Background: an optimization exercise with open tools, aiming at small area, a short achievable clock period and few clock cycles per item. Do not read the settings as production practice.
Function was checked by simulation only, so behaviour that the tests miss may differ from the original.
Power figures rest on the tool's default switching activity, not on a simulated workload.

== the reference run ==
Design fastpfor_pack, start of the top module:
module fastpfor_pack (
    input  wire         clk,
    input  wire         rst,
    input  wire         in_valid,
    output wire         in_ready,
    input  wire [127:0] in_data,
    input  wire [5:0]   in_width,
    output reg          out_valid,
    input  wire         out_ready,
    output reg  [31:0]  out_word
);
Size: ~320 flip-flops, about 170 I/O pins, about 19000 um2 of cells after synthesis.
==> flow/config.mk <==
export PLATFORM = sky130hd
export DESIGN_NAME = fastpfor_pack
export DESIGN_NICKNAME = fastpfor_pack
export VERILOG_FILES = /design/flow/design.v
export SDC_FILE = /design/flow/constraint.sdc
export NUM_CORES = 4
export LEC_CHECK = 0
export CAP_MARGIN = 20
export CORE_MARGIN = 2
export CORE_UTILIZATION = 55
export SLEW_MARGIN = 20
export TNS_END_PERCENT = 30
==> flow/constraint.sdc <==
create_clock -name core_clock -period 8.0 [get_ports {clk}]
set_input_delay 1.6000 -clock core_clock [delete_from_list [all_inputs] [get_ports {clk}]]
set_output_delay 1.6000 -clock core_clock [all_outputs]
set_load 0.01 [all_outputs]
standard.sh (not shown) runs the stock make flow with config.mk's settings and CLKGATE_MAP_FILE= SYNTH_SCRIPT=/design/flow/synth_recipe.tcl, a recipe that flattens the netlist after the stock synthesis.
==> flow/flow/run.sh <==
#!/bin/bash
set -o pipefail
export SETUP_SLACK_MARGIN=5.35
export BUFFER_PORTS_ARGS="-buffer_cell sky130_fd_sc_hd__buf_2"
bash standard.sh 2>&1 | tee standard.log
Testbench counts of the reference run, summed over its fixed seeds: cycles 17,555, chunks 1,280.
Here is what was changed in the inputs of the trial run compared with the reference run.
- TNS_END_PERCENT: 30 -> unset
[summary]
- Fmax: the trial run higher than the reference run
- The reference run → the trial run: clock power share went down 0.3 points; mux cell area share after synthesis held; final design instance area without fill went up 260 um2; clock buffer count from CTS went up about 3%.
- The trial run reports a lower largest fanout on the critical path than the reference run does.
- Per the comparison of the trial run with the reference run, share of the clock period used by the worst path down 1.2 points; setup slack climbed 0.096 ns; number of global-route vias before repair up about 2.5%; total power increased by 180 uW relative to the old numbers.
- Mean number of vias per cell across the reference run and the trial run: no real change.

The RTL this note starts from:
==> flow/design.v <==
module fastpfor_pack (
    input  wire         clk,
    input  wire         rst,
    input  wire         in_valid,
    output wire         in_ready,
    input  wire [127:0] in_data,
    input  wire [5:0]   in_width,
    output reg          out_valid,
    input  wire         out_ready,
    output reg  [31:0]  out_word
);
    function [31:0] rot4;
        input [31:0] x;
        input [3:0]  oh;
        input [4:0]  k;
        begin
            rot4 = ({32{oh[0]}} & x)
                 | ({32{oh[1]}} & ((x << k)      | (x >> (6'd32 - k))))
                 | ({32{oh[2]}} & ((x << 2 * k)  | (x >> (6'd32 - 2 * k))))
                 | ({32{oh[3]}} & ((x << 3 * k)  | (x >> (6'd32 - 3 * k))));
        end
    endfunction
    function [3:0] onehot;
        input [1:0] v;
        onehot = 4'b0001 << v;
    endfunction
    reg [127:0] hold;
    reg [5:0]   hw;          
    reg         hv;          
    reg         half;        
    reg         quad;        
    reg [2:0]   beat;        
    reg [5:0]   chunk_w;     
    reg         rdy;         
    reg [95:0]  acc;
    reg [6:0]   cnt;
    reg         mrg;         
    reg [6:0]   s1, send;
    reg [3:0]   ra1, ra2, rb1, rb2, rc1, rc2, rd1, rd2;
    reg         rb3, rd3;
    wire out_free = !out_valid || out_ready;
    wire consume  = mrg && (half || quad);
    assign in_ready = rdy;
    wire accept   = in_valid && rdy;
    wire [9:0]  lc   = quad ? hold[73:64]  : 10'd0;
    wire [9:0]  ld   = quad ? hold[105:96] : 10'd0;
    wire [31:0] ra   = rot4(rot4(hold[31:0], ra1, 5'd2), ra2, 5'd8);
    wire [31:0] rc   = rot4(rot4({22'd0, lc}, rc1, 5'd2), rc2, 5'd8);
    wire [31:0] rb0  = rot4(rot4(hold[63:32], rb1, 5'd1), rb2, 5'd4);
    wire [31:0] rd0  = rot4(rot4({22'd0, ld}, rd1, 5'd1), rd2, 5'd4);
    wire [31:0] rb   = rb3 ? {rb0[15:0], rb0[31:16]} : rb0;
    wire [31:0] rd   = rd3 ? {rd0[15:0], rd0[31:16]} : rd0;
    wire [31:0] la   = ra | rc;
    wire [31:0] lb   = rb | rd;
    wire [31:0] th0  = 32'hFFFF_FFFF << {cnt[4:1], 1'b0};
    wire [31:0] th1  = 32'hFFFF_FFFF << s1[4:0];
    wire        q1   = s1[5];
    wire [31:0] m0   = (acc[31:0] & ~th0) | (la & th0) | (q1 ? 32'd0 : (lb & th1));
    wire [31:0] m1   = (la & ~th0) | (q1 ? (lb & th1) : (lb & ~th1));
    wire [31:0] m2   = q1 ? (lb & ~th1) : 32'd0;
    wire [95:0] mv   = mrg ? {m2, m1, m0} : acc;
    wire [6:0]  total = mrg ? send : cnt;
    wire        emit  = out_free && (total[6:5] != 2'd0);
    wire        hv_n   = accept || (hv && !consume);
    wire        half_n = mrg ? (!half && !quad) : half;
    wire        first  = rdy && (beat == 3'd0);         
    wire [5:0]  w_n    = rdy ? chunk_w : hw;
    wire [5:0]  hw_n   = first ? in_width : w_n;
    wire        quad_n = (hw_n <= 6'd10);
    wire [6:0]  cnt_n  = emit ? total - 7'd32 : total;
    wire        mrg_n  = hv_n && (cnt_n[6:5] == 2'd0);
    wire        rdy_n  = !hv_n || (cnt_n[6:5] == 2'd0 && (half_n || quad_n));
    wire [5:0]  in_w3  = {in_width[4:0], 1'b0} + in_width[4:0];
    wire [5:0]  w3_n   = {w_n[4:0], 1'b0} + w_n[4:0];
    wire [5:0]  wload  = (beat == 3'd0) ? in_width : chunk_w;
    wire [31:0] mload  = wload[5] ? 32'hFFFF_FFFF : ~(32'hFFFF_FFFF << wload[4:0]);
    wire [6:0]  s1_n   = first ? {1'b0, in_width} : {2'b0, total[4:0]} + {1'b0, w_n};
    wire [6:0]  s2_n   = first ? {in_width, 1'b0} : {2'b0, total[4:0]} + {w_n, 1'b0};
    wire [5:0]  s3_n   = first ? in_w3 : {1'b0, total[4:0]} + w3_n;
    wire [6:0]  s4_n   = first ? {1'b0, in_width[3:0], 2'b0} : {2'b0, total[4:0]} + {1'b0, w_n[3:0], 2'b0};
    always @(posedge clk) begin
        if (emit) begin
            out_word <= mv[31:0];
            acc      <= {mv[95:64], mv[95:32]};
        end else begin
            acc      <= mv;
        end
        if (rdy)
            hold <= in_data & {4{mload}};
        else if (mrg && !half)
            hold[63:0] <= hold[127:64];
        hw   <= hw_n;
        quad <= quad_n;
        s1   <= s1_n;
        ra1  <= onehot(total[2:1]);
        ra2  <= onehot(total[4:3]);
        rb1  <= onehot(s1_n[1:0]);
        rb2  <= onehot(s1_n[3:2]);
        rb3  <= s1_n[4];
        rc1  <= onehot(s2_n[2:1]);
        rc2  <= onehot(s2_n[4:3]);
        rd1  <= onehot(s3_n[1:0]);
        rd2  <= onehot(s3_n[3:2]);
        rd3  <= s3_n[4];
        send <= quad_n ? s4_n : s2_n;
        if (rst) begin
            hv        <= 1'b0;
            half      <= 1'b0;
            beat      <= 3'd0;
            chunk_w   <= 6'd0;
            cnt       <= 7'd0;
            mrg       <= 1'b0;
            out_valid <= 1'b0;
            rdy       <= 1'b1;
        end else begin
            if (emit)
                out_valid <= 1'b1;
            else if (out_ready)
                out_valid <= 1'b0;
            cnt  <= cnt_n;
            mrg  <= mrg_n;
            hv   <= hv_n;
            half <= half_n;
            rdy  <= rdy_n;
            if (accept) begin
                beat <= beat + 3'd1;
                if (beat == 3'd0)
                    chunk_w <= in_width;
            end
        end
    end
endmodule
clock: 8.0 ns
lec_check: 0
cap_margin: 20
core_margin: 2
core_utilization: 40
cts_cluster_diameter: 80
cts_cluster_size: 30
setup_slack_margin: 5
slew_margin: 20
run.sh (not shown) runs the stock make flow with config.mk's settings and CLKGATE_MAP_FILE= SYNTH_SCRIPT=/design/flow/synth_recipe.tcl, a recipe that flattens the netlist after the stock synthesis.
Stock flow here: none of the scripts above is used.
Testbench counts at the start, summed over its fixed seeds: cycles 17,555, chunks 1,280.
Change:
==> flow/flow/run.sh (new file) <==
#!/bin/bash
set -o pipefail
export SETUP_SLACK_MARGIN=5.35
export BUFFER_PORTS_ARGS="-buffer_cell sky130_fd_sc_hd__buf_2"
bash standard.sh 2>&1 | tee standard.log
==> flow/standard.sh (new file) <==
#!/bin/bash
# synth_recipe.tcl (not shown) runs the flow's synth.tcl, then flattens the netlist and writes it again
# the make line also repeats each setting of config.mk as NAME=value (left out here)
make -C /OpenROAD-flow-scripts/flow DESIGN_CONFIG=/design/flow/config.mk WORK_HOME=/design/flow/orfs CLKGATE_MAP_FILE= SYNTH_SCRIPT=/design/flow/synth_recipe.tcl "${@:-finish}"
Settings changed: CORE_UTILIZATION 40 to 55, CTS_CLUSTER_DIAMETER 80 to default, CTS_CLUSTER_SIZE 30 to default, SETUP_SLACK_MARGIN 5 to default.
removed: flow/run.sh
The new run finished with timing, DRC and antenna clean.
Cell count decreases by a few percent.
Sequential share of layout area falls by 0.36 points.
Sequential cell count does not change.
Power came out higher by a few percent.
Fmax came out higher by a little under a tenth.
Synthesized area does not change.
Change:
Settings changed: CORE_UTILIZATION 55 to 40, CTS_CLUSTER_DIAMETER from default to 80, CTS_CLUSTER_SIZE from default to 30.
The changed run finished with timing, DRC and antenna clean; via count falls by a few percent; core utilization falls by 19 points; register-to-register slack stays flat; critical path depth rises by 1; total power falls slightly; final area rises slightly; hold slack improved by 0.0051 ns; synthesized area stays the same; combinational power rises by a few percent; synthesized cell count stays the same; wire length rises by a few percent.

[static timing again, ports no longer ideal]
No port has a modelled driver above. Below, the same layouts with a new extraction and two added sets of constraints. Step 1: set_driving_cell puts a clkbuf_16 on clk and a buf_2 on each other input, an assumption about the parent block. Step 2 adds t to the input delays and takes it off the output delays; t is the mean of the earliest and latest rising clock arrival at the registers after step 1. Input paths then give back, and output paths get back, about the clock's delay inside the block. Slacks: ideal / step 1 / step 2; pairs: ideal / step 1.
| run | shift t [ns] | slack for setup (ns) | clock arrival spread, ns |
|---|---|---|---|
| the reference run | 0.582 | 5.237 / 5.263 / 4.693 | 0.020 / 0.020 |
| the trial run | 0.588 | 5.334 / 5.276 / 4.820 | 0.018 / 0.018 |
| the first run of note 2 | 0.642 | 5.043 / 5.002 / 4.503 | 0.037 / 0.036 |
| the second run of note 2 | 0.617 | 5.238 / 5.181 / 4.754 | 0.025 / 0.026 |
| the third run of note 2 | 0.625 | 5.206 / 5.148 / 4.786 | 0.040 / 0.040 |
After both steps every run listed still meets setup and hold. For the reference run, which loses most, drivers alone change the setup slack by +0.026 ns; drivers and shift together by -0.544 ns.
